Context: an optimization exercise on an open-source flow, tuned for small area, a short achievable clock period and few clock cycles. The choices shown serve that exercise and are no tape-out recipe.
RTL that was checked went through simulation tests only; none was proved equivalent to the original.
Power figures rest on the tool's default switching activity, not on a simulated workload.

==> flow/design.v (excerpt) <==
module tpx3_codec (
    input  wire        clk,
    input  wire        rst,
    input  wire        in_valid,
    output wire        in_ready,
    input  wire [7:0]  in_op,
    input  wire [47:0] in_a,
    input  wire [31:0] in_b,
    input  wire [31:0] in_c,
    input  wire [31:0] in_d,
    output wire        out_valid,
    input  wire        out_ready,
    output wire [47:0] out_res,
    output wire        out_err,
    output wire        out_amb
);
Size in the first run: ~1,700 cells after synthesis, roughly 16,000 um^2 of cells after synthesis.
clock: 8.0 ns
lec_check: 0
cap_margin: 20
core_margin: 2
core_utilization: 40
place_density: 0.6
setup_slack_margin: 4
slew_margin: 20
standard.sh (not shown) runs the stock make flow with config.mk's settings and CLKGATE_MAP_FILE= SYNTH_SCRIPT=/design/flow/synth_recipe.tcl, a recipe that flattens the netlist after the stock synthesis.
==> flow/flow/run.sh <==
#!/bin/bash
# The standard layout (standard.sh), except that the port buffers are
# buf_2 cells and timing repair may resize any cell to any size, not only to
# cells of the same footprint.  make's full output goes to make.log.
set -euo pipefail
bash standard.sh MATCH_CELL_FOOTPRINT=0 \
    "BUFFER_PORTS_ARGS=-buffer_cell sky130_fd_sc_hd__buf_2" finish > make.log 2>&1
The starting point finished with timing, DRC and antenna clean.
Testbench counts at the start, summed over its fixed seeds: cycles 1,632.
Rerun with:
--- a/flow/design.v
+++ b/flow/design.v
@@ -27,44 +27,44 @@
     localparam [7:0] OP_DEC_PC10  = 8'h19;
     localparam [7:0] OP_PKT_ASM   = 8'h40;
     localparam [7:0] OP_PKT_DIS   = 8'h41;
     localparam [7:0] OP_HIT_DEC   = 8'h43;
     localparam [9:0] TOT_OVV  = 10'h1FF;
     reg        s1_vld, s2_vld, s3_vld;
     reg [47:0] s1_res, s2_res, s3_res;            
     reg        s1_err, s2_err, s3_err;
     reg        s1_amb, s2_amb, s3_amb;
-    reg        s4_vld;
-    reg [47:0] s4_res;
-    reg        s4_err, s4_amb;
+    reg [47:0] q0_res, q1_res;
+    reg        q0_err, q1_err, q0_amb, q1_amb;
+    reg        q0_vld, q1_vld;
     reg        s1_enc, s2_enc, s3_enc;            
     reg        s1_dlo, s2_dlo, s3_dlo;            
     reg        s1_dhi, s2_dhi, s3_dhi;            
     reg        s1_glo, s1_ghi;                    
     reg        s1_erb;                            
     wire       s1_ref = s1_err | s1_erb;          
     wire       s1_cod = s1_enc | s1_dlo | s1_dhi;
     reg        s2_cod;       
     reg [9:0]  s2_y;         
     reg [4:0]  s2_r, s3_r;   
-    wire en = !s4_vld || out_ready;       
+    wire en   = !q1_vld;                  
+    wire take = q0_vld && out_ready;
+    wire put  = en && s3_vld;             
+    wire ld0  = take || !q0_vld;          
     assign in_ready  = en;
-    assign out_valid = s4_vld;
-    assign out_res   = s4_res;
-    assign out_err   = s4_err;
-    assign out_amb   = s4_amb;
+    assign out_valid = q0_vld;
+    assign out_res   = q0_res;
+    assign out_err   = q0_err;
+    assign out_amb   = q0_amb;
     function [13:0] gray2bin(input [13:0] g);
         integer i;
-        begin
-            gray2bin[13] = g[13];
-            for (i = 12; i >= 0; i = i - 1)
-                gray2bin[i] = gray2bin[i + 1] ^ g[i];
-        end
+        for (i = 0; i < 14; i = i + 1)
+            gray2bin[i] = ^(g >> i);
     endfunction
     wire [7:0]  op = in_op;
     wire [47:0] a  = in_a;
     wire [31:0] b  = in_b;
     wire [31:0] c  = in_c;
     wire [31:0] d  = in_d;
     wire a_hi4  = |a[47:4];
     wire a_hi8  = |a[47:8];
     wire a_hi10 = |a[47:10];
@@ -167,41 +167,53 @@
             end
             default: c_erb = 1'b1;
         endcase
     end
     always @(posedge clk) begin
         if (rst) begin
             s1_vld <= 1'b0;
             s2_vld <= 1'b0;
             s3_vld <= 1'b0;
-            s4_vld <= 1'b0;
+            q0_vld <= 1'b0;
+            q1_vld <= 1'b0;
         end else begin
             if (en) begin
                 s1_vld <= in_valid;
                 s2_vld <= s1_vld;
                 s3_vld <= s2_vld;
-                s4_vld <= s3_vld;
             end
+            if (ld0) q0_vld <= q1_vld || put;
+            if (ld0) q1_vld <= 1'b0;
+            else if (put) q1_vld <= 1'b1;
+        end
+    end
+    always @(posedge clk) begin
+        if (ld0) begin
+            q0_res <= q1_vld ? q1_res : d_res;
+            q0_err <= q1_vld ? q1_err : s3_err;
+            q0_amb <= q1_vld ? q1_amb : s3_amb;
+        end
+        if (put && !ld0) begin
+            q1_res <= d_res;  q1_err <= s3_err; q1_amb <= s3_amb;
         end
     end
     always @(posedge clk) begin
         if (en) begin
             s1_res <= c_res;  s1_err <= c_err;  s1_erb <= c_erb;  s1_amb <= c_amb;
             s1_enc <= c_enc;  s1_dlo <= c_dlo;  s1_dhi <= c_dhi;
             s1_glo <= c_glo;  s1_ghi <= c_ghi;
             s2_res <= b_res;  s2_err <= s1_ref; s2_amb <= s1_amb & ~s1_ref;
             s2_enc <= s1_enc; s2_dlo <= s1_dlo & ~s1_ref; s2_dhi <= s1_dhi & ~s1_ref;
             s2_cod <= (s1_enc | s1_dlo | s1_dhi) & ~s1_ref;
             s2_y   <= b_y;    s2_r   <= b_r;
             s3_res <= c_res3; s3_err <= s2_err; s3_amb <= s2_amb;
             s3_enc <= s2_enc; s3_dlo <= s2_dlo; s3_dhi <= s2_dhi;
             s3_r   <= s2_r;
-            s4_res <= d_res;  s4_err <= s3_err; s4_amb <= s3_amb;
         end
     end
     wire [13:0] gsrc = s1_ghi ? s1_res[27:14] : s1_res[13:0];
     wire [13:0] gbin = gray2bin(gsrc);
     wire [47:0] b_res = s1_ref ? 48'd0 :
                         {s1_res[47:28],
                          s1_ghi ? gbin : s1_res[27:14],
                          s1_cod ? b_x  : s1_glo ? gbin[13:4] : s1_res[13:4],
                          s1_glo ? gbin[3:0] : s1_res[3:0]};
After rerunning: The changed run ran to the end with no violations; global-route usage decreases by 0.74 points; design area rises by roughly a tenth; via count came out higher by a few percent; worst setup slack improves by 0.028 ns; register-to-register slack degrades by 0.04 ns; total power increases by a few percent; sequential power is higher by roughly a tenth; utilization went down by 0.13 points; count of clock-buffer cells in the layout stays the same; hold slack improved by 0.016 ns; area after synthesis came out higher by roughly a tenth; sequential share of layout area went up by 2.6 points; die area grows by roughly a tenth; critical path depth went up by 9.
The RTL of the second run of this note was laid out without a check of its function.

re-timing with driven ports:
No port has a modelled driver above. Below, the same layouts with a new extraction and two added sets of constraints. Step 1: set_driving_cell puts a clkbuf_16 on clk and a buf_2 on each other input, an assumption about the parent block. Step 2 adds t to the input delays and takes it off the output delays; t is the mean of the earliest and latest rising clock arrival at the registers after step 1. Input paths then give back, and output paths get back, about the clock's delay inside the block. a / b / c = ideal / step 1 / step 2; a / b = the first two.
run | shift t [ns] | setup slack, ns | hold WS [ns]
the first run | 0.577 | 4.083 / 4.060 / 3.845 | 0.402 / 0.402 / 0.402
the second run | 0.607 | 4.110 / 4.110 / 3.692 | 0.417 / 0.417 / 0.417
After both steps setup and hold are still met in every run listed. For the second run, which loses most, drivers alone change the setup slack by 0.000 ns; drivers and shift together by -0.418 ns.
